Context: an optimization exercise on an open-source flow, tuned for a short achievable clock period and few clock cycles. The choices shown serve that exercise and are no tape-out recipe.
No run shown here included a check of the RTL's function; only the layout flow was run.
No run shown here takes its clock network from TritonCTS; it comes from the design's own scripts or RTL.
No driver is modelled on the clock port, so clock power and skew are understated where the tree is cut down; a real chip needs a root buffer or a tree.
No activity file was given, so power comes from the tool's default toggle rates.

### flow/flow/tree.tcl
# Two-level clock tree: the clock port drives NROOT root buffers, each root
# buffer drives the leaf buffers of its part of the die, and each leaf buffer
# drives a cluster of about LEAF_SIZE flip-flop clock pins.
proc build_clock_tree { clk_net_name nroot leaf_size buf_master } {
  set block [ord::get_db_block]
  set db [ord::get_db]
  set master [$db findMaster $buf_master]
  set clk_net [$block findNet $clk_net_name]

  # sinks: every clock pin on the clock net
  set sinks {}
  foreach it [$clk_net getITerms] {
    set inst [$it getInst]
    set bb [$inst getBBox]
    set x [expr {([$bb xMin] + [$bb xMax]) / 2}]
    set y [expr {([$bb yMin] + [$bb yMax]) / 2}]
    lappend sinks [list $it $x $y]
  }
  set n [llength $sinks]
  set k [expr {max(1, int(ceil(double($n) / $leaf_size)))}]
  # round the leaf count up to a multiple of the root count
  set k [expr {int(ceil(double($k) / $nroot)) * $nroot}]
  puts "clock tree: $n sinks, $k leaf buffers, $nroot root buffers"

  # k-means with capacity: seed on a grid sorted by x then y
  set sorted [lsort -real -index 1 $sinks]
  set cent {}
  for {set c 0} {$c < $k} {incr c} {
    set s [lindex $sorted [expr {int(($c + 0.5) * $n / $k)}]]
    lappend cent [list [lindex $s 1] [lindex $s 2]]
  }
  set cap [expr {int(ceil(double($n) / $k)) + 2}]
  for {set iter 0} {$iter < 30} {incr iter} {
    # assign: each sink to its nearest centre with room, sinks in order of
    # how much they lose by not getting their nearest centre
    set cnt [lrepeat $k 0]
    set assign [lrepeat $n -1]
    set order {}
    for {set i 0} {$i < $n} {incr i} {
      set s [lindex $sinks $i]
      set ds {}
      for {set c 0} {$c < $k} {incr c} {
        set ce [lindex $cent $c]
        lappend ds [list $c [expr {abs([lindex $s 1] - [lindex $ce 0]) + abs([lindex $s 2] - [lindex $ce 1])}]]
      }
      set ds [lsort -real -index 1 $ds]
      lappend order [list $i [expr {[lindex $ds end 1] - [lindex $ds 0 1]}] $ds]
    }
    foreach o [lsort -real -decreasing -index 1 $order] {
      set i [lindex $o 0]
      foreach d [lindex $o 2] {
        set c [lindex $d 0]
        if {[lindex $cnt $c] < $cap} {
          lset cnt $c [expr {[lindex $cnt $c] + 1}]
          lset assign $i $c
          break
        }
      }
    }
    set sx [lrepeat $k 0.0]
    set sy [lrepeat $k 0.0]
    for {set i 0} {$i < $n} {incr i} {
      set c [lindex $assign $i]
      set s [lindex $sinks $i]
      lset sx $c [expr {[lindex $sx $c] + [lindex $s 1]}]
      lset sy $c [expr {[lindex $sy $c] + [lindex $s 2]}]
    }
    for {set c 0} {$c < $k} {incr c} {
      if {[lindex $cnt $c] > 0} {
        lset cent $c [list [expr {[lindex $sx $c] / [lindex $cnt $c]}] [expr {[lindex $sy $c] / [lindex $cnt $c]}]]
      }
    }
  }

  # group leaf centres for the root buffers the same way: sort by x, split
  # into column halves, then by y
  set leaves {}
  for {set c 0} {$c < $k} {incr c} { lappend leaves [list $c {*}[lindex $cent $c]] }
  set groups {}
  if {$nroot == 4} {
    set byx [lsort -real -index 1 $leaves]
    set half [expr {$k / 2}]
    foreach part [list [lrange $byx 0 [expr {$half - 1}]] [lrange $byx $half end]] {
      set byy [lsort -real -index 2 $part]
      set h2 [expr {[llength $byy] / 2}]
      lappend groups [lrange $byy 0 [expr {$h2 - 1}]] [lrange $byy $h2 end]
    }
  } elseif {$nroot == 2} {
    set byx [lsort -real -index 1 $leaves]
    set half [expr {$k / 2}]
    lappend groups [lrange $byx 0 [expr {$half - 1}]] [lrange $byx $half end]
  } else {
    lappend groups $leaves
  }

  # build
  set r 0
  foreach g $groups {
    set gx 0.0; set gy 0.0
    foreach l $g { set gx [expr {$gx + [lindex $l 1]}]; set gy [expr {$gy + [lindex $l 2]}] }
    set gx [expr {int($gx / [llength $g])}]
    set gy [expr {int($gy / [llength $g])}]
    set rinst [odb::dbInst_create $block $master "clkroot_$r"]
    $rinst setLocation $gx $gy
    $rinst setPlacementStatus PLACED
    set rnet [odb::dbNet_create $block "clknet_root_$r"]
    $rnet setSigType CLOCK
    [$rinst findITerm A] connect $clk_net
    [$rinst findITerm X] connect $rnet
    foreach l $g {
      set c [lindex $l 0]
      set linst [odb::dbInst_create $block $master "clkleaf_$c"]
      $linst setLocation [expr {int([lindex $l 1])}] [expr {int([lindex $l 2])}]
      $linst setPlacementStatus PLACED
      set lnet [odb::dbNet_create $block "clknet_leaf_$c"]
      $lnet setSigType CLOCK
      [$linst findITerm A] connect $rnet
      [$linst findITerm X] connect $lnet
    }
    incr r
  }
  for {set i 0} {$i < $n} {incr i} {
    set it [lindex [lindex $sinks $i] 0]
    set c [lindex $assign $i]
    set lnet [$block findNet "clknet_leaf_$c"]
    $it disconnect
    $it connect $lnet
  }
}
### flow/flow/run.sh
#!/bin/bash
# Standard layout, except that:
#  - the port buffers are buf_4 (the resizer sizes them later), and
#  - the clock tree is built by flow/tree.tcl (a two-level tree of clkbuf_16)
#    in place of clock_tree_synthesis.
# Each step's output goes to a log file of its own in this folder.
set -euo pipefail
here=$(pwd)
ports="BUFFER_PORTS_ARGS=-buffer_cell sky130_fd_sc_hd__buf_4"

bash standard.sh synth > log_1_synth.txt 2>&1
bash standard.sh "$ports" place > log_2_place.txt 2>&1

# ORFS's scripts with cts.tcl swapped for ours, used for the CTS step only
rm -rf "$here/cts_scripts"
cp -r "$FLOW_HOME/scripts" "$here/cts_scripts"
cp "$here/flow/cts.tcl" "$here/cts_scripts/cts.tcl"
FLOW_TREE_TCL="$here/flow/tree.tcl" bash standard.sh "$ports" do-4_1_cts do-4_cts \
  SCRIPTS_DIR="$here/cts_scripts" > log_3_cts.txt 2>&1

bash standard.sh "$ports" finish > log_4_finish.txt 2>&1
### flow/constraint.sdc
create_clock -name core_clock -period 5.0 [get_ports {clk}]
set_input_delay 1.0000 -clock core_clock [delete_from_list [all_inputs] [get_ports {clk}]]
set_output_delay 1.0000 -clock core_clock [all_outputs]
set_load 0.01 [all_outputs]
### flow/design.v
module ssq_symdec (
    input  wire        clk,
    input  wire        rst,
    input  wire        in_valid,
    output wire        in_ready,
    input  wire [7:0]  in_data,
    input  wire        in_last,
    output reg         out_valid,
    input  wire        out_ready,
    output reg  [7:0]  out_data,
    output reg         out_last,
    output reg  [1:0]  out_err,
    output reg  [15:0] out_err_pos,
    output reg  [7:0]  out_err_val,
    output reg  [2:0]  out_pad
);
    localparam ERR_NONE = 2'd0;
    localparam ERR_SDEC = 2'd1;
    localparam ERR_CDEC = 2'd2;
    localparam EV_NONE  = 2'd0;
    localparam EV_SDEC  = 2'd1;   
    localparam EV_CEND  = 2'd2;   
    localparam EV_CNEXT = 2'd3;   
    localparam DEPTH  = 12;       
    localparam RDEPTH = 4;        
    localparam RS     = DEPTH + 1;
    localparam RQS    = RDEPTH + 1;
    localparam IW    = 13;        
    localparam RW    = 26;        
    reg        in_ready_r;
    reg        c_v;
    reg [7:0]  c_data;
    reg        c_last;
    assign in_ready = in_ready_r;
    always @(posedge clk) begin
        c_v    <= in_valid && in_ready_r && !rst;
        c_data <= in_data;
        c_last <= in_last;
    end
    wire [5:0] cls;         
    assign cls[0] = (c_data == 8'h2A);
    assign cls[1] = (c_data == 8'h25);
    assign cls[2] = (c_data == 8'h24);
    assign cls[3] = (c_data == 8'h23);
    assign cls[4] = (c_data == 8'h21);
    assign cls[5] = (c_data == 8'h26);
    reg [44:0] wn;
    reg [4:0]  pf_full;     
    reg [4:0]  pf_bad;      
    reg [4:0]  pf_bad2;     
    reg [24:0] pf_nph;      
    function automatic [83:0] pre;
        input [4:0] bits;
        input integer len;
        integer pp;
        reg [8:0] w;
        reg f, b1, b2;
        reg [4:0] n;
        reg [44:0] wv;
        reg [4:0] fv_, b1v, b2v;
        reg [24:0] nv;
        begin
            wv = 45'd0; fv_ = 5'd0; b1v = 5'd0; b2v = 5'd0; nv = 25'd0;
            for (pp = 0; pp < 5; pp = pp + 1) begin
                w  = {bits, 4'b0000} >> pp;
                f  = (pp + len >= 5);
                b1 = f && !w[4];
                b2 = f && w[4] && (pp + len >= 6) && !w[3];
                n  = 5'b00001 << (f ? pp + len - 5 : pp + len);
                wv[9*pp +: 9] = w;
                fv_[pp] = f;
                b1v[pp] = b1;
                b2v[pp] = b2;
                nv[5*pp +: 5] = n;
            end
            pre = {wv, fv_, b1v, b2v, nv};
        end
    endfunction
    wire [83:0] pre0 = pre(5'b10000, 1);   
    wire [83:0] pre1 = pre(5'b11000, 2);   
    wire [83:0] pre2 = pre(5'b11100, 3);   
    wire [83:0] pre3 = pre(5'b11110, 4);   
    wire [83:0] pre4 = pre(5'b11111, 5);   
    wire [83:0] pre5 = pre(5'b10100, 3);   
    wire [83:0] pre_sel = ({84{cls[0]}} & pre0) | ({84{cls[1]}} & pre1) |
                          ({84{cls[2]}} & pre2) | ({84{cls[3]}} & pre3) |
                          ({84{cls[4]}} & pre4) | ({84{cls[5]}} & pre5);
    reg        d_v;
    reg        d_ok;
    reg        d_last;
    reg [7:0]  d_char;
    reg [15:0] d_idx;
    reg [15:0] chr_idx;     
    reg [44:0] d_wn;
    reg [4:0]  d_full;
    reg [4:0]  d_bad;
    reg [4:0]  d_bad2;
    reg [24:0] d_nph;
    always @(posedge clk) begin
        {d_wn, d_full, d_bad, d_bad2, d_nph} <= pre_sel;
        d_ok   <= |cls;
        d_last <= c_last;
        d_char <= c_data;
        d_idx  <= chr_idx;
        if (rst) begin
            d_v     <= 1'b0;
            chr_idx <= 16'd0;
        end else begin
            d_v <= c_v;
            if (c_v)
                chr_idx <= c_last ? 16'd0 : chr_idx + 16'd1;
        end
    end
    reg [4:0]  ph;          
    reg [3:0]  pend;        
    reg        stop;        
    wire [8:0] s_wn  = (d_wn[8:0]   & {9{ph[0]}}) | (d_wn[17:9]  & {9{ph[1]}}) |
                       (d_wn[26:18] & {9{ph[2]}}) | (d_wn[35:27] & {9{ph[3]}}) |
                       (d_wn[44:36] & {9{ph[4]}});
    wire [4:0] s_nph = (d_nph[4:0]   & {5{ph[0]}}) | (d_nph[9:5]   & {5{ph[1]}}) |
                       (d_nph[14:10] & {5{ph[2]}}) | (d_nph[19:15] & {5{ph[3]}}) |
                       (d_nph[24:20] & {5{ph[4]}});
    wire       full = |(d_full & ph);
    wire       bad  = |(d_bad  & ph);
    wire       bad2 = |(d_bad2 & ph);
    wire [8:0] win    = {pend, 5'b00000} | s_wn;
    wire [3:0] pend_n = full ? win[3:0] : win[8:5];
    reg        o_v;
    reg        o_end;
    reg        o_blk_v;     
    reg [4:0]  o_blk;
    reg        o_rem_v;     
    reg [4:0]  o_rem_n;     
    reg [3:0]  o_rem;       
    reg [1:0]  o_ev;
    reg [15:0] o_idx;
    reg [7:0]  o_char;
    always @(posedge clk) begin
        o_end   <= d_last;
        o_blk   <= bad ? {1'b0, win[8:5]} : win[8:4];
        o_idx   <= d_idx;
        o_char  <= d_char;
        if (d_ok) begin
            o_rem_n <= s_nph;
            o_rem   <= pend_n;
        end else begin
            o_rem_n <= ph;
            o_rem   <= pend;
        end
        if (rst) begin
            ph      <= 5'b00001;
            pend    <= 4'd0;
            stop    <= 1'b0;
            o_v     <= 1'b0;
            o_blk_v <= 1'b0;
            o_rem_v <= 1'b0;
            o_ev    <= EV_NONE;
        end else begin
            o_v     <= d_v;
            o_blk_v <= 1'b0;
            o_rem_v <= 1'b0;
            o_ev    <= EV_NONE;
            if (d_v && !stop) begin
                if (!d_ok) begin
                    o_rem_v <= !ph[0];
                    o_ev    <= EV_SDEC;
                    stop    <= 1'b1;
                end else begin
                    o_blk_v <= full;
                    if (bad) begin
                        o_ev <= EV_CEND;
                        stop <= 1'b1;
                    end else if (bad2) begin
                        o_ev <= EV_CNEXT;
                        stop <= 1'b1;
                    end else begin
                        ph      <= s_nph;
                        pend    <= pend_n;
                        o_rem_v <= d_last && !s_nph[0];
                    end
                end
            end
            if (d_v && d_last) begin
                ph   <= 5'b00001;
                pend <= 4'd0;
                stop <= 1'b0;
            end
        end
    end
    reg [15:0] bcnt;        
    reg [15:0] bcnt1;       
    reg        e_set;       
    reg [1:0]  e_err;
    reg [15:0] e_x;
    reg [15:0] e_y;
    reg        e_cin;
    reg [7:0]  e_val;
    reg [4:0] rem_chunk;
    always @(*) begin
        case (1'b1)
            o_rem_n[1]: rem_chunk = {4'b0000, o_rem[3]};
            o_rem_n[2]: rem_chunk = {3'b000, o_rem[3:2]};
            o_rem_n[3]: rem_chunk = {2'b00, o_rem[3:1]};
            default:    rem_chunk = {1'b0, o_rem};
        endcase
    end
    wire        ev_new = (o_ev != EV_NONE);
    wire        ev_sd  = (o_ev == EV_SDEC);
    wire [1:0]  ev_err = ev_new ? (ev_sd ? ERR_SDEC : ERR_CDEC) : e_err;
    wire [15:0] ev_x   = ev_new ? (ev_sd ? 16'd0 : {bcnt1[13:0], 2'b00}) : e_x;
    wire [15:0] ev_y   = ev_new ? (ev_sd ? o_idx : bcnt) : e_y;
    wire        ev_cin = ev_new ? (o_ev == EV_CNEXT) : e_cin;
    wire [7:0]  ev_val = ev_new ? (ev_sd ? o_char : 8'h20) : e_val;
    reg          q_v;
    reg [IW-1:0] q_item;
    reg          q_rec_v;
    reg [1:0]    q_err;
    reg [15:0]   q_x;
    reg [15:0]   q_y;
    reg          q_cin;
    reg [7:0]    q_val;
    always @(posedge clk) begin
        q_item[12:11] <= {1'b0, o_blk_v} + {1'b0, o_rem_v};
        q_item[10:1]  <= o_blk_v ? (o_rem_v ? {o_blk, rem_chunk} : {o_blk, 5'b00000})
                                 : (o_rem_v ? {rem_chunk, 5'b00000} : 10'd0);
        q_item[0]     <= o_end;
        q_err         <= ev_err;
        q_x           <= ev_x;
        q_y           <= ev_y;
        q_cin         <= ev_cin;
        q_val         <= ev_val;
        if (rst) begin
            q_v     <= 1'b0;
            q_rec_v <= 1'b0;
            bcnt    <= 16'd0;
            bcnt1   <= 16'd1;
            e_err   <= ERR_NONE;
            e_x     <= 16'd0;
            e_y     <= 16'd0;
            e_cin   <= 1'b0;
            e_val   <= 8'd0;
        end else begin
            q_v     <= o_v && (o_blk_v || o_rem_v || o_end);
            q_rec_v <= o_v && o_end;
            if (o_v) begin
                if (o_end) begin
                    bcnt  <= 16'd0;
                    bcnt1 <= 16'd1;
                    e_err <= ERR_NONE;
                    e_x   <= 16'd0;
                    e_y   <= 16'd0;
                    e_cin <= 1'b0;
                    e_val <= 8'd0;
                end else begin
                    if (o_blk_v) begin
                        bcnt  <= bcnt1;
                        bcnt1 <= bcnt1 + 16'd1;
                    end
                    e_err <= ev_err;
                    e_x   <= ev_x;
                    e_y   <= ev_y;
                    e_cin <= ev_cin;
                    e_val <= ev_val;
                end
            end
        end
    end
    reg          q2_v;
    reg [IW-1:0] q2_item;
    reg          q2_rec_v;
    reg [1:0]    q2_err;
    reg [7:0]    q2_lo;
    reg          q2_c;
    reg [7:0]    q2_xh;
    reg [7:0]    q2_yh;
    reg [7:0]    q2_val;
    reg          q3_v;
    reg [IW-1:0] q3_item;
    reg          q3_rec_v;
    reg [RW-1:0] q3_rec;
    wire [8:0] q_lo = {1'b0, q_x[7:0]} + {1'b0, q_y[7:0]} + {8'd0, q_cin};
    always @(posedge clk) begin
        q2_item <= q_item;
        q2_err  <= q_err;
        q2_lo   <= q_lo[7:0];
        q2_c    <= q_lo[8];
        q2_xh   <= q_x[15:8];
        q2_yh   <= q_y[15:8];
        q2_val  <= q_val;
        q3_item <= q2_item;
        q3_rec  <= {q2_err, q2_xh + q2_yh + {7'd0, q2_c}, q2_lo, q2_val};
        if (rst) begin
            q2_v     <= 1'b0;
            q2_rec_v <= 1'b0;
            q3_v     <= 1'b0;
            q3_rec_v <= 1'b0;
        end else begin
            q2_v     <= q_v;
            q2_rec_v <= q_rec_v;
            q3_v     <= q2_v;
            q3_rec_v <= q2_rec_v;
        end
    end
    reg [IW-1:0]    fq [0:RS-1];
    reg [RS-1:0]    f_wp;       
    reg [RS-1:0]    f_rp;       
    reg [DEPTH-1:0] f_mcnt;     
    reg [DEPTH:0]   f_tot;      
    reg [IW-1:0]    h;          
    reg             hv;
    wire            pop;
    wire f_mempty = !f_mcnt[0];
    wire to_h   = q3_v && f_mempty && (!hv || pop);
    wire to_m   = q3_v && !to_h;
    wire from_m = pop && !f_mempty;
    reg [IW-1:0] f_out;         
    integer j;
    always @(*) begin
        f_out = {IW{1'b0}};
        for (j = 0; j < RS; j = j + 1)
            f_out = f_out | (fq[j] & {IW{f_rp[j]}});
    end
    always @(posedge clk) begin
        for (j = 0; j < RS; j = j + 1)
            if (f_wp[j])
                fq[j] <= q3_item;
        if (from_m)
            h <= f_out;
        else if (to_h)
            h <= q3_item;
        if (rst) begin
            f_wp   <= {{(RS-1){1'b0}}, 1'b1};
            f_rp   <= {{(RS-1){1'b0}}, 1'b1};
            f_mcnt <= {DEPTH{1'b0}};
            f_tot  <= {(DEPTH+1){1'b0}};
            hv     <= 1'b0;
        end else begin
            if (to_m)
                f_wp <= {f_wp[RS-2:0], f_wp[RS-1]};
            if (from_m)
                f_rp <= {f_rp[RS-2:0], f_rp[RS-1]};
            if (to_m && !from_m)
                f_mcnt <= {f_mcnt[DEPTH-2:0], 1'b1};
            else if (from_m && !to_m)
                f_mcnt <= {1'b0, f_mcnt[DEPTH-1:1]};
            if (q3_v && !pop)
                f_tot <= {f_tot[DEPTH-1:0], 1'b1};
            else if (pop && !q3_v)
                f_tot <= {1'b0, f_tot[DEPTH:1]};
            hv <= pop ? (!f_mempty || q3_v) : (hv || q3_v);
        end
    end
    reg [RW-1:0]     rq [0:RQS-1];
    reg [RQS-1:0]    rq_wp;     
    reg [RQS-1:0]    rq_rp;     
    reg [RW-1:0]     r_head;    
    wire             emit_end;
    reg [RW-1:0] r_cur;
    reg [RW-1:0] r_nxt;
    always @(*) begin
        r_cur = {RW{1'b0}};
        r_nxt = {RW{1'b0}};
        for (j = 0; j < RQS; j = j + 1) begin
            r_cur = r_cur | (rq[j] & {RW{rq_rp[j]}});
            r_nxt = r_nxt | (rq[(j + 1) % RQS] & {RW{rq_rp[j]}});
        end
    end
    always @(posedge clk) begin
        for (j = 0; j < RQS; j = j + 1)
            if (rq_wp[j])
                rq[j] <= q3_rec;
        r_head <= emit_end ? r_nxt : r_cur;
        if (rst) begin
            rq_wp <= {{(RQS-1){1'b0}}, 1'b1};
            rq_rp <= {{(RQS-1){1'b0}}, 1'b1};
        end else begin
            if (q3_rec_v)
                rq_wp <= {rq_wp[RQS-2:0], rq_wp[RQS-1]};
            if (emit_end)
                rq_rp <= {rq_rp[RQS-2:0], rq_rp[RQS-1]};
        end
    end
    reg [RDEPTH-1:0] msgs;
    wire msg_in  = c_v && c_last;
    wire msg_out = emit_end;
    wire [RDEPTH-1:0] msgs_n = (msg_in && !msg_out) ? {msgs[RDEPTH-2:0], 1'b1} :
                               (msg_out && !msg_in) ? {1'b0, msgs[RDEPTH-1:1]} : msgs;
    always @(posedge clk) begin
        if (rst)
            msgs <= {RDEPTH{1'b0}};
        else
            msgs <= msgs_n;
    end
    always @(posedge clk) begin
        if (rst)
            in_ready_r <= 1'b1;
        else
            in_ready_r <= !f_tot[DEPTH + 1 - 8] && !msgs_n[RDEPTH - 2];
    end
    wire [1:0]  h_n    = h[12:11];
    wire [9:0]  h_bits = h[10:1];
    wire        h_end  = h[0];
    reg [16:0] acc;         
    reg [7:0]  pr;          
    reg [1:0]  pq;          
    reg        end_pend;    
    reg [2:0]  p_pad;
    reg        skid_v;
    wire big        = (pq != 2'd0);
    wire emit_data  = !skid_v && big;
    wire emit_fe    = !skid_v && !big && end_pend;
    wire emit_flush = emit_fe && !pr[0];
    assign emit_end = emit_fe && pr[0];
    wire emit       = emit_data || emit_fe;
    assign pop = hv && (((pq == 2'd0) && (!end_pend || (!skid_v && pr[0]))) ||
                        ((pq == 2'd1) && !end_pend && !skid_v));
    reg [16:0] ins;
    integer k;
    always @(*) begin
        ins = 17'd0;
        for (k = 0; k < 8; k = k + 1)
            ins = ins | (({h_bits, 7'd0} >> k) & {17{pr[k]}});
    end
    wire [7:0] pr5  = {pr[2:0], pr[7:3]};
    wire       c5   = |pr[7:3];
    wire [7:0] pr10 = {pr[5:0], pr[7:6]};
    wire       c10  = |pr[7:6];
    reg [7:0] pr_n;
    reg [1:0] pq_n;
    always @(*) begin
        pr_n = pr;
        pq_n = pq - {1'b0, emit_data};
        if (emit_flush) begin
            pr_n = 8'b00000001;
            pq_n = 2'd0;
        end else if (pop && h_n[1]) begin
            pr_n = pr10;
            pq_n = pq - {1'b0, emit_data} + 2'd1 + {1'b0, c10};
        end else if (pop && h_n[0]) begin
            pr_n = pr5;
            pq_n = pq - {1'b0, emit_data} + {1'b0, c5};
        end
    end
    reg [2:0] pad_of;       
    always @(*) begin
        case (1'b1)
            pr[1]:   pad_of = 3'd7;
            pr[2]:   pad_of = 3'd6;
            pr[3]:   pad_of = 3'd5;
            pr[4]:   pad_of = 3'd4;
            pr[5]:   pad_of = 3'd3;
            pr[6]:   pad_of = 3'd2;
            pr[7]:   pad_of = 3'd1;
            default: pad_of = 3'd0;
        endcase
    end
    wire [16:0] acc_a = emit_data ? {acc[8:0], 8'd0} : (emit_flush ? 17'd0 : acc);
    wire        b_last = emit_end;
    wire [7:0]  b_data = emit_end ? 8'd0 : acc[16:9];
    wire [1:0]  b_err  = emit_end ? r_head[25:24] : 2'd0;
    wire [15:0] b_pos  = emit_end ? r_head[23:8]  : 16'd0;
    wire [7:0]  b_val  = emit_end ? r_head[7:0]   : 8'd0;
    wire [2:0]  b_pad  = emit_end ? p_pad : 3'd0;
    always @(posedge clk) begin
        if (rst) begin
            acc      <= 17'd0;
            pr       <= 8'b00000001;
            pq       <= 2'd0;
            end_pend <= 1'b0;
            p_pad    <= 3'd0;
        end else begin
            acc      <= acc_a | (pop ? ins : 17'd0);
            pr       <= pr_n;
            pq       <= pq_n;
            end_pend <= (end_pend && !emit_end) || (pop && h_end);
            if (emit_flush)
                p_pad <= pad_of;
            else if (emit_end)
                p_pad <= 3'd0;
        end
    end
    reg        s_last;
    reg [7:0]  s_data;
    reg [1:0]  s_err;
    reg [15:0] s_pos;
    reg [7:0]  s_val;
    reg [2:0]  s_pad;
    wire out_free = !out_valid || out_ready;
    wire ld_s = out_free && skid_v;
    wire ld_b = out_free && !skid_v;
    wire hold = !out_free;
    always @(posedge clk) begin
        if (rst) begin
            out_valid <= 1'b0;
            skid_v    <= 1'b0;
        end else begin
            if (out_free) begin
                out_valid <= skid_v || emit;
                skid_v    <= 1'b0;
            end else if (emit) begin
                skid_v    <= 1'b1;
            end
        end
        out_last    <= (hold & out_last)          | (ld_s & s_last)          | (ld_b & b_last);
        out_data    <= ({8{hold}} & out_data)     | ({8{ld_s}} & s_data)     | ({8{ld_b}} & b_data);
        out_err     <= ({2{hold}} & out_err)      | ({2{ld_s}} & s_err)      | ({2{ld_b}} & b_err);
        out_err_pos <= ({16{hold}} & out_err_pos) | ({16{ld_s}} & s_pos)     | ({16{ld_b}} & b_pos);
        out_err_val <= ({8{hold}} & out_err_val)  | ({8{ld_s}} & s_val)      | ({8{ld_b}} & b_val);
        out_pad     <= ({3{hold}} & out_pad)      | ({3{ld_s}} & s_pad)      | ({3{ld_b}} & b_pad);
        if (!skid_v) begin
            s_last <= b_last;
            s_data <= b_data;
            s_err  <= b_err;
            s_pos  <= b_pos;
            s_val  <= b_val;
            s_pad  <= b_pad;
        end
    end
endmodule
### flow/config.mk
export PLATFORM = sky130hd
export DESIGN_NAME = ssq_symdec
export DESIGN_NICKNAME = ssq_symdec
export VERILOG_FILES = /design/flow/design.v
export SDC_FILE = /design/flow/constraint.sdc
export NUM_CORES = 4
export LEC_CHECK = 0
export CAP_MARGIN = 20
export CORE_MARGIN = 2
export CORE_UTILIZATION = 40
export SETUP_SLACK_MARGIN = 3.3
export SLEW_MARGIN = 20
### flow/flow/cts.tcl
utl::set_metrics_stage "cts__{}"
source $::env(SCRIPTS_DIR)/load.tcl
source $::env(SCRIPTS_DIR)/lec_check.tcl
erase_non_stage_variables cts
load_design 3_place.odb 3_place.sdc
source_step_tcl PRE CTS

# Clone clock tree inverters next to register loads
# so cts does not try to buffer the inverted clocks.
repair_clock_inverters

proc save_progress { stage } {
  puts "Run 'make gui_$stage.odb' to load progress snapshot"
  orfs_write_db $::env(RESULTS_DIR)/$stage.odb
  orfs_write_sdc $::env(RESULTS_DIR)/$stage.sdc
}

# Run CTS
set cts_args [list \
  -sink_clustering_enable \
  -repair_clock_nets]

append_env_var cts_args CTS_BUF_DISTANCE -distance_between_buffers 1
append_env_var cts_args CTS_CLUSTER_SIZE -sink_clustering_size 1
append_env_var cts_args CTS_CLUSTER_DIAMETER -sink_clustering_max_diameter 1
append_env_var cts_args CTS_BUF_LIST -buf_list 1
append_env_var cts_args CTS_LIB_NAME -library 1


if { [env_var_exists_and_non_empty CTS_ARGS] } {
  set cts_args $::env(CTS_ARGS)
}

set_dont_use $::env(DONT_USE_CELLS)

# A two-level clock tree instead of clock_tree_synthesis: the clock port
# drives 4 root buffers, each drives the leaf buffers of its quarter of the
# die, and each leaf buffer drives about 25 flip-flops.
source $::env(FLOW_TREE_TCL)
build_clock_tree clk 4 25 sky130_fd_sc_hd__clkbuf_16

utl::push_metrics_stage "cts__{}__pre_repair_timing"
log_cmd estimate_parasitics -placement
if { $::env(DETAILED_METRICS) } {
  report_metrics 4 "cts pre-repair-timing"
}
utl::pop_metrics_stage

set_placement_padding -global \
  -left $::env(CELL_PAD_IN_SITES_DETAIL_PLACEMENT) \
  -right $::env(CELL_PAD_IN_SITES_DETAIL_PLACEMENT)

set result [catch { detailed_placement } msg]
if { $result != 0 } {
  save_progress 4_1_error
  error "Detailed placement failed in CTS: $msg"
}

log_cmd estimate_parasitics -placement

if { $::env(CTS_SNAPSHOTS) } {
  save_progress 4_1_pre_repair_hold_setup
}

if { !$::env(SKIP_CTS_REPAIR_TIMING) } {
  if { $::env(EQUIVALENCE_CHECK) } {
    write_eqy_verilog 4_before_rsz.v
  }
  if { $::env(LEC_CHECK) } {
    write_lec_verilog 4_before_rsz_lec.v
  }

  repair_timing_helper

  if { $::env(EQUIVALENCE_CHECK) } {
    run_equivalence_test
  }
  if { $::env(LEC_CHECK) } {
    write_lec_verilog 4_after_rsz_lec.v
    run_lec_test 4_rsz 4_before_rsz_lec.v 4_after_rsz_lec.v
  }

  set result [catch { detailed_placement } msg]
  if { $result != 0 } {
    save_progress 4_1_error
    error "Detailed placement failed in CTS: $msg"
  }

  check_placement -verbose
}

report_metrics 4 "cts final"

source_step_tcl POST CTS

orfs_write_db $::env(RESULTS_DIR)/4_1_cts.odb
orfs_write_sdc $::env(RESULTS_DIR)/4_cts.sdc
### flow/standard.sh
#!/bin/bash
# synth_recipe.tcl (not shown) runs the flow's synth.tcl, then flattens the netlist and writes it again
# the make line also repeats each setting of config.mk as NAME=value (left out here)
make -C /OpenROAD-flow-scripts/flow DESIGN_CONFIG=/design/flow/config.mk WORK_HOME=/design/flow/orfs CLKGATE_MAP_FILE= SYNTH_SCRIPT=/design/flow/synth_recipe.tcl "${@:-finish}"
==> impl_metrics.yaml, run 1 <==
outcome:
  status: "timing/DRC/antenna clean"
cts:
  clock_insertion_delay_worst_skew_ns: 0.41
  cts.clk_slew.worst_paths_ns: 0.09
  hold_buffers: 0
timing:
  slew_violations: 0
  upper_clock_frequency_limit_mhz: 495
  timing.final.crit_share_pct: 40.4
  slew_headroom_pct: 37.2
  report.final.setup_viol: 0
  tightestPinTransition_ns: 0.941
  rsz_0062_raised_after_global_routing: "true"
  clock-skew-final_ns: 0.0340
  timing.setup.tns_ns: 0
  fin_crit_ns: 2.02
  worst_slack_ns: 2.98
  number_of_endpoints_with_negative_hold_slack_in_the_final_report: 0
synth:
  asyncSetResetFlopFracSynth_pct: 0
  number_of_instances_in_the_synthesized_netlist: 2459
  synth_top_area_cell: "sky130_fd_sc_hd__edfxtp_1"
  synthDominantCellAreaShare_pct: 33.6
  count_of_different_cell_masters_after_synthesis: 76
  seq_total_area_yosys_pct: 67.1
  edff_count_synth: 336
  synth.cell_area_sq_um: 30000
  avgSynthCellArea_sq_um: 12.2
  yosys-top-cells-area: "sky130_fd_sc_hd__edfxtp_1, sky130_fd_sc_hd__dfxtp_1, sky130_fd_sc_hd__nor2_1, sky130_fd_sc_hd__a22oi_1, sky130_fd_sc_hd__mux2i_1"
  synthFlopType: "sky130_fd_sc_hd__dfxtp_1"
  ys_seq_elements: 837
  net_count_after_synthesis: 2500
  synth-warning-count: 3
setup_path:
  cp_slowest_cell: "sky130_fd_sc_hd__dfxtp_4"
  crit_type: "register to output port"
  worstPathRequired_ns: 4.00
  timing.critical_path.slowest_cell_delay_ns: 0.46
  critical_path_start_type: "register"
  worstPathBufferInverterCount: 1
  timing.critical_path.to_type: "output port"
  critical_path.max_fanout: 6
  critical_path.top_delay_family: "flip-flops"
  worst_ep_arrival_time_ns: 1.02
  timing.critical_path.cells: "buf_4"
global_route:
  first_global_vias: 18500
  initial_antenna_violation_count: 0
  grt_util_all_layers_pct: 16.4
  gr-total-overflow: 0
  grt_pass1_wl_mm: 104
  pin_count_of_the_biggest_net_entering_global_routing: 74
placed_design:
  dp_slack_ns: 1.96
  placed_cell_count: 3325
  gp_congestion: 0.790
  buffer_ports.inserted: 52
  hpwl_mm: 36.6
power:
  p_total_mw: 11.4
  vdd_drop_max_mv: 0.205
  power_per_cell_area_nw_per_um2: 332
  static-leakage-power_nw: 12.1
floorplan:
  start_util_pct: 40.4
  die_height_um: 278
  fp.coreArea_sq_um: 74300
  design.die.area_sq_um: 77200
  ios: 53
  floorplan.rows: 100
  chipWidth_um: 278
detailed_routing:
  final_antenna_net_count: 0
  avgRoutedWirePerCell_um: 19.3
  num_vias: 19000
  detail_route.drc_violations: 0
  route.final.wire_length_mm: 66.5
  vias_per_cell: 5.51
  drt_first_pass_iters: 7
  drt_iter0_markers: 1693
final_layout:
  drive_above_1_share_pct: 16.6
  syn_to_final_growth_pct: 14.1
  num-fill-cells: 6478
  layout.cells.non_filler: 3449
  total_inserted_antenna_cells: 0
  fin_nets: 2523
min_path:
  holdCritPathClass: "register to register"
flow_run:
  timing.max_cap.violations: 0
cell usage in the layout, fill, tap and decap left out, types with 16 or more instances in the layout:
master	n
sky130_fd_sc_hd__xnor2_1	16
sky130_fd_sc_hd__nand2b_1	17
sky130_fd_sc_hd__a21oi_2	19
sky130_fd_sc_hd__inv_1	27
sky130_fd_sc_hd__nor2_1	280
sky130_fd_sc_hd__dfxtp_1	423
sky130_fd_sc_hd__o21ai_0	46
sky130_fd_sc_hd__ha_1	20
sky130_fd_sc_hd__clkbuf_16	44
sky130_fd_sc_hd__a21oi_1	128
sky130_fd_sc_hd__and3_1	31
sky130_fd_sc_hd__a222oi_1	79
sky130_fd_sc_hd__and2_1	45
sky130_fd_sc_hd__nand3_1	29
sky130_fd_sc_hd__xor2_1	22
sky130_fd_sc_hd__edfxtp_1	336
sky130_fd_sc_hd__dfxtp_2	69
sky130_fd_sc_hd__buf_6	58
sky130_fd_sc_hd__nor2b_1	56
sky130_fd_sc_hd__a221oi_2	29
sky130_fd_sc_hd__a221oi_1	22
sky130_fd_sc_hd__nand2_1	140
sky130_fd_sc_hd__a22oi_1	139
sky130_fd_sc_hd__mux2i_1	86
sky130_fd_sc_hd__buf_4	53
sky130_fd_sc_hd__a31oi_1	27
layer usage:
metal	vias up	routed length (um)	global-route usage (%)
met2	497	31800	27.8
met4	0	1080	2.40
met5	-	0	0
met1	9387	30000	23.2
met3	73	3640	1.59
li1	9051	-	-
flip-flops by register name, indices dropped and copies added, names as in the netlist, 17 cells and up:
signal and flops:
q3_rec 26, fq 156, r_head 26, acc 17, rq 130
metrics by stage:
| step | area [sq um] | utilization [%] | hold WS (ns) |
|---|---|---|---|
| 3_3_place_gp | 31000 | 41.8 | 0.311 |
| 2_1_floorplan | 30300 | - | 0.310 |
| 4_1_cts | 33600 | 45.2 | 0.312 |
| 6_report | 34200 | 46.1 | 0.328 |
| 5_1_grt | 34200 | 46.1 | 0.338 |
| 3_5_place_dp | 31000 | 41.8 | 0.312 |
repair_timing:
action	CTS	global route
gates resized for setup	184	138
setup endpoints to repair	373	284
setup buffers	49	13
cloned	18	4
pin swaps	28	20
cells by family after synthesis:
logic type                 synth area share (%)
DFF                                        67.1
xor gates and xnor gates                   1.11
and+or+nand+nor                            10.6
AOI/OAI and AO/OA                          13.8
adders and majority gates                  1.27
buffers and inverters                      3.09
muxes                                      3.04
final cells by class:
cell class	instances	area, sq um	share of cell area [%]
plain buffers	40	1000	2.92
inverters	34	183	0.533
multi-input cells	1422	9740	28.4
flip-flops and latches	837	20200	59.1
well taps	969	1210	3.54
repair buffers	144	1810	5.29
repair inverters	3	55.1	0.161
cell usage after synthesis (13+ instances only):
cell type	instances
sky130_fd_sc_hd__a31oi_1	37
sky130_fd_sc_hd__ha_1	24
sky130_fd_sc_hd__a22oi_1	139
sky130_fd_sc_hd__nor2b_1	59
sky130_fd_sc_hd__a221oi_1	51
sky130_fd_sc_hd__a21o_1	13
sky130_fd_sc_hd__and3_1	35
sky130_fd_sc_hd__nor2_1	293
sky130_fd_sc_hd__nand2b_1	18
sky130_fd_sc_hd__clkbuf_1	108
sky130_fd_sc_hd__a21oi_1	149
sky130_fd_sc_hd__a22o_1	14
sky130_fd_sc_hd__xor2_1	22
sky130_fd_sc_hd__mux2i_1	89
sky130_fd_sc_hd__inv_1	31
sky130_fd_sc_hd__and2_1	45
sky130_fd_sc_hd__buf_2	45
sky130_fd_sc_hd__nand3_1	30
sky130_fd_sc_hd__xnor2_1	16
sky130_fd_sc_hd__o21ai_0	50
sky130_fd_sc_hd__dfxtp_1	501
sky130_fd_sc_hd__a222oi_1	79
sky130_fd_sc_hd__nand2_1	146
sky130_fd_sc_hd__edfxtp_1	336
power by group:
part           switching [mW]  internal (mW)
logic                   0.392          0.355
clock network            1.91           1.43
registers               0.107           7.18
total                    2.41           8.97
path summary, 6_finish.rpt:
| path | start | to | slack (ns) | depth (start not counted) |
|---|---|---|---|---|
| max | out_valid | out_valid | 2.98 | 1 |
| min | q_x[10] | q2_xh[2] | 0.33 | 0 |
| max reg2reg | pq[0] | f_tot[4] | 3.04 | 10 |
| min reg2reg | q_x[10] | q2_xh[2] | 0.33 | 0 |
==> inputs of run 2 (changes only) <==
--- a/flow/design.v
+++ b/flow/design.v
@@ -23,8 +23,6 @@
     localparam EV_CNEXT = 2'd3;   
     localparam DEPTH  = 12;       
     localparam RDEPTH = 4;        
-    localparam RS     = DEPTH + 1;
-    localparam RQS    = RDEPTH + 1;
     localparam IW    = 13;        
     localparam RW    = 26;        
     reg        in_ready_r;
@@ -301,9 +299,9 @@
             q3_rec_v <= q2_rec_v;
         end
     end
-    reg [IW-1:0]    fq [0:RS-1];
-    reg [RS-1:0]    f_wp;       
-    reg [RS-1:0]    f_rp;       
+    reg [IW-1:0]    fq [0:DEPTH-1];
+    reg [DEPTH-1:0] f_wp;       
+    reg [DEPTH-1:0] f_rp;       
     reg [DEPTH-1:0] f_mcnt;     
     reg [DEPTH:0]   f_tot;      
     reg [IW-1:0]    h;          
@@ -317,28 +315,28 @@
     integer j;
     always @(*) begin
         f_out = {IW{1'b0}};
-        for (j = 0; j < RS; j = j + 1)
+        for (j = 0; j < DEPTH; j = j + 1)
             f_out = f_out | (fq[j] & {IW{f_rp[j]}});
     end
     always @(posedge clk) begin
-        for (j = 0; j < RS; j = j + 1)
-            if (f_wp[j])
+        for (j = 0; j < DEPTH; j = j + 1)
+            if (to_m && f_wp[j])
                 fq[j] <= q3_item;
         if (from_m)
             h <= f_out;
         else if (to_h)
             h <= q3_item;
         if (rst) begin
-            f_wp   <= {{(RS-1){1'b0}}, 1'b1};
-            f_rp   <= {{(RS-1){1'b0}}, 1'b1};
+            f_wp   <= {{(DEPTH-1){1'b0}}, 1'b1};
+            f_rp   <= {{(DEPTH-1){1'b0}}, 1'b1};
             f_mcnt <= {DEPTH{1'b0}};
             f_tot  <= {(DEPTH+1){1'b0}};
             hv     <= 1'b0;
         end else begin
             if (to_m)
-                f_wp <= {f_wp[RS-2:0], f_wp[RS-1]};
+                f_wp <= {f_wp[DEPTH-2:0], f_wp[DEPTH-1]};
             if (from_m)
-                f_rp <= {f_rp[RS-2:0], f_rp[RS-1]};
+                f_rp <= {f_rp[DEPTH-2:0], f_rp[DEPTH-1]};
             if (to_m && !from_m)
                 f_mcnt <= {f_mcnt[DEPTH-2:0], 1'b1};
             else if (from_m && !to_m)
@@ -350,9 +348,9 @@
             hv <= pop ? (!f_mempty || q3_v) : (hv || q3_v);
         end
     end
-    reg [RW-1:0]     rq [0:RQS-1];
-    reg [RQS-1:0]    rq_wp;     
-    reg [RQS-1:0]    rq_rp;     
+    reg [RW-1:0]     rq [0:RDEPTH-1];
+    reg [RDEPTH-1:0] rq_wp;     
+    reg [RDEPTH-1:0] rq_rp;     
     reg [RW-1:0]     r_head;    
     wire             emit_end;
     reg [RW-1:0] r_cur;
@@ -360,24 +358,24 @@
     always @(*) begin
         r_cur = {RW{1'b0}};
         r_nxt = {RW{1'b0}};
-        for (j = 0; j < RQS; j = j + 1) begin
+        for (j = 0; j < RDEPTH; j = j + 1) begin
             r_cur = r_cur | (rq[j] & {RW{rq_rp[j]}});
-            r_nxt = r_nxt | (rq[(j + 1) % RQS] & {RW{rq_rp[j]}});
+            r_nxt = r_nxt | (rq[(j + 1) % RDEPTH] & {RW{rq_rp[j]}});
         end
     end
     always @(posedge clk) begin
-        for (j = 0; j < RQS; j = j + 1)
-            if (rq_wp[j])
+        for (j = 0; j < RDEPTH; j = j + 1)
+            if (q3_rec_v && rq_wp[j])
                 rq[j] <= q3_rec;
         r_head <= emit_end ? r_nxt : r_cur;
         if (rst) begin
-            rq_wp <= {{(RQS-1){1'b0}}, 1'b1};
-            rq_rp <= {{(RQS-1){1'b0}}, 1'b1};
+            rq_wp <= {{(RDEPTH-1){1'b0}}, 1'b1};
+            rq_rp <= {{(RDEPTH-1){1'b0}}, 1'b1};
         end else begin
             if (q3_rec_v)
-                rq_wp <= {rq_wp[RQS-2:0], rq_wp[RQS-1]};
+                rq_wp <= {rq_wp[RDEPTH-2:0], rq_wp[RDEPTH-1]};
             if (emit_end)
-                rq_rp <= {rq_rp[RQS-2:0], rq_rp[RQS-1]};
+                rq_rp <= {rq_rp[RDEPTH-2:0], rq_rp[RDEPTH-1]};
         end
     end
     reg [RDEPTH-1:0] msgs;
@@ -412,8 +410,7 @@
     wire emit_flush = emit_fe && !pr[0];
     assign emit_end = emit_fe && pr[0];
     wire emit       = emit_data || emit_fe;
-    assign pop = hv && (((pq == 2'd0) && (!end_pend || (!skid_v && pr[0]))) ||
-                        ((pq == 2'd1) && !end_pend && !skid_v));
+    assign pop = hv && (!end_pend || emit_end) && (emit_data ? (pq == 2'd1) : !big);
     reg [16:0] ins;
     integer k;
     always @(*) begin
==> flow/flow/run.sh (replaced) <==
#!/bin/bash
# Standard layout, except that the clock tree is built by flow/tree.tcl (a
# two-level tree of clkbuf_16) in place of clock_tree_synthesis. Each step's
# output goes to a log file of its own in this folder.
set -euo pipefail
here=$(pwd)

bash standard.sh synth > log_1_synth.txt 2>&1
bash standard.sh place > log_2_place.txt 2>&1

# ORFS's scripts with cts.tcl swapped for ours, used for the CTS step only
rm -rf "$here/cts_scripts"
cp -r "$FLOW_HOME/scripts" "$here/cts_scripts"
cp "$here/flow/cts.tcl" "$here/cts_scripts/cts.tcl"
FLOW_TREE_TCL="$here/flow/tree.tcl" bash standard.sh do-4_1_cts do-4_cts \
  SCRIPTS_DIR="$here/cts_scripts" > log_3_cts.txt 2>&1

bash standard.sh finish > log_4_finish.txt 2>&1
--- a/flow/config.mk
+++ b/flow/config.mk
@@ -8,5 +8,5 @@
 export CAP_MARGIN = 20
 export CORE_MARGIN = 2
 export CORE_UTILIZATION = 40
-export SETUP_SLACK_MARGIN = 3.3
+export SETUP_SLACK_MARGIN = 3.0
 export SLEW_MARGIN = 20
==> run 2 against run 1 <==
Against the previous run: largest power group unchanged; area after synthesis is 5.2% lower; flip-flop and latch count is 42 lower; synthesized cell count is 3.4% lower; highest routed layer unchanged; via count is 4.9% lower; first-iteration DRC count is 2.6% lower.
==> impl_metrics.yaml, run 2 <==
outcome:
  status: "timing/DRC/antenna clean"
final_layout:
  fin_nets: 2431
  num-fill-cells: 6215
  area.sequential_sq_um: 19000
  syn_to_final_growth_pct: 12.1
  multi_input_area_sq_um: 9090
  largest_registers: "fq (144), rq (104)"
  total_inserted_antenna_cells: 0
  largest_reg_flops: 144
  mostFrequentLayoutCells: "sky130_fd_sc_hd__dfxtp_1, sky130_fd_sc_hd__edfxtp_1, sky130_fd_sc_hd__nor2_1"
  layout.cells.most_common: "sky130_fd_sc_hd__dfxtp_1"
  drive_above_1_share_pct: 9.30
  largest-register: "fq"
synth:
  synth_top_area_cell: "sky130_fd_sc_hd__dfxtp_1"
  avgSynthCellArea_sq_um: 12.0
  synthDominantCellAreaShare_pct: 35.0
  count_of_different_cell_masters_after_synthesis: 77
  edff_count_synth: 298
  synthFlopType: "sky130_fd_sc_hd__dfxtp_1"
  synth.cell_area_sq_um: 28400
  number_of_instances_in_the_synthesized_netlist: 2375
  synth_top_cells_by_count: "sky130_fd_sc_hd__dfxtp_1, sky130_fd_sc_hd__edfxtp_1, sky130_fd_sc_hd__nor2_1"
  synth-warning-count: 3
  asyncSetResetFlopFracSynth_pct: 0
  seq_total_area_yosys_pct: 66.4
  yosys-top-cells-area: "sky130_fd_sc_hd__dfxtp_1, sky130_fd_sc_hd__edfxtp_1, sky130_fd_sc_hd__a22oi_1, sky130_fd_sc_hd__mux2i_1, sky130_fd_sc_hd__nor2_1"
  net_count_after_synthesis: 2416
  ys_seq_elements: 795
  yosysMostFrequentCell: "sky130_fd_sc_hd__dfxtp_1"
setup_path:
  timing.critical_path.slowest_cell_delay_ns: 0.54
  setup.reg_to_reg.worst_slack_ns: 2.98
  timing.critical_path.cells: "clkdlybuf4s50_1"
  critical_path.max_fanout: 6
  worstPathRequired_ns: 4.00
  worst_ep_arrival_time_ns: 1.33
  critical_path.top_delay_family: "buffers and inverters"
  critical_path_start_type: "register"
  crit_type: "register to output port"
  timing.critical_path.to_type: "output port"
  cp_slowest_cell: "sky130_fd_sc_hd__clkdlybuf4s50_1"
  worstPathBufferInverterCount: 1
timing:
  number_of_endpoints_with_negative_hold_slack_in_the_final_report: 0
  tightestPinTransition_ns: 0.798
  timing.setup.tns_ns: 0
  slew_violations: 0
  fin_crit_ns: 2.33
  slew_headroom_pct: 46.8
  clock-skew-final_ns: 0.0295
  rsz_0062_raised_after_global_routing: "true"
  report.final.setup_viol: 0
  timing.final.crit_share_pct: 46.5
  upper_clock_frequency_limit_mhz: 430
  worst_slack_ns: 2.67
cts:
  clock_insertion_delay_worst_skew_ns: 0.40
  cts.clk_slew.worst_paths_ns: 0.10
  hold_buffers: 0
floorplan:
  chipWidth_um: 271
  fp.coreArea_sq_um: 70300
  floorplan.rows: 97
  design.die.area_sq_um: 73300
  ios: 53
  start_util_pct: 40.5
  die_height_um: 271
flow_run:
  timing.max_cap.violations: 0
global_route:
  first_global_vias: 17600
  initial_antenna_violation_count: 0
  grt_pass1_wl_mm: 97.2
  pin_count_of_the_biggest_net_entering_global_routing: 74
  grt_util_all_layers_pct: 16.2
  gr-total-overflow: 0
placed_design:
  buffer_ports.inserted: 52
  gp_congestion: 0.771
  dp_slack_ns: 1.82
  hpwl_mm: 35.5
detailed_routing:
  detail_route.drc_violations: 0
  route.final.wire_length_mm: 62.5
  drt_first_pass_iters: 7
  drt_iter0_markers: 1649
  num_vias: 18100
  avgRoutedWirePerCell_um: 18.8
  vias_per_cell: 5.43
  final_antenna_net_count: 0
power:
  vdd_drop_max_mv: 0.223
  static-leakage-power_nw: 12.0
  power_per_cell_area_nw_per_um2: 328
min_path:
  holdCritPathClass: "register to register"
run 2: per-layer routing:
metal  track usage (%)  wire length, um
met5                 0                0
met4              4.29             1440
met3              1.89             3440
met2              27.3            29700
met1              22.1            27900
run 2: path summary, 6_finish.rpt:
path / startpoint / end / cells after the start
worst max-delay path: out_valid / out_valid / 1
worst min-delay path: q2_item[8] / q3_item[8] / 0
worst max register to register: pq[0] / fq[6][9] / 6
worst min register to register: q2_item[8] / q3_item[8] / 0
run 2: power by group:
part	internal, mW	switching [mW]
clock network	1.30	1.79
registers	6.73	0.0640
logic	0.263	0.319
run 2: timing repair:
item	in CTS	in global routing
resized for setup	86	78
gates cloned	14	1
endpoints found under the setup margin	427	197
pin swaps	12	10
buffers inserted	35	20
run 2: logic make-up (layout without fill, tap and decap cells):
kind of cell	after synthesis	count (layout)	share of synthesized area [%]
mux	89	89	3.15
flops	795	795	66.4
fa+ha+maj	28	28	1.34
xor+xnor	44	44	1.35
simple gates	628	632	10.7
compound gates	598	600	14.3
buf+inv	193	200	2.75
run 2: final cells by class:
cell class | count | share of cell area [%]
Timing Repair Buffer | 128 | 4.93
Inverter | 34 | 0.545
Buffer | 36 | 2.83
Multi-Input combinational cell | 1393 | 28.5
Sequential cell | 795 | 59.5
Tap cell | 940 | 3.69
Timing Repair inverter | 2 | 0.0549
run 2: stage by stage:
stage	utilization, %	hold WS (ns)	area [sq um]	std cells	power (mW)
after detailed placement	42.2	0.312	29700	3222	7.29
after global placement	42.2	0.310	29700	3222	7.27
after global routing	45.4	0.320	31900	3328	10.8
after CTS	44.8	0.312	31500	3307	9.90
after floorplan	-	0.310	28500	2375	7.20
final	45.4	0.309	31900	3328	10.5

-- what the ideal ports hide --
Ports are ideal in the flow. The routed layouts listed here were re-timed in OpenROAD.
Step 1 (the two cells are an assumption about what drives the block):
set clk [get_ports {clk}]
set_driving_cell -lib_cell sky130_fd_sc_hd__clkbuf_16 $clk
set_driving_cell -lib_cell sky130_fd_sc_hd__buf_2 [delete_from_list [all_inputs] $clk]
Step 2 moves the port delays by t, midway between the first and last clock arrival at a register: inputs arrive t later, outputs are due t later. That takes back most of the time a late clock gives input paths.
a / b / c = ideal ports / drivers / drivers and shift; a / b = the first two.
run | t (ns) | slack for setup (ns) | worst hold slack (ns) | worst setup path at the end | pins driven straight from the clock port
run 1 | 0.524 | 2.980 / 2.849 / 3.013 | 0.328 / 0.328 / 0.328 | input to register | 4
run 2 | 0.506 | 2.674 / 2.549 / 2.774 | 0.309 / 0.309 / 0.309 | input to register | 4
After both steps every run listed still meets setup and hold.
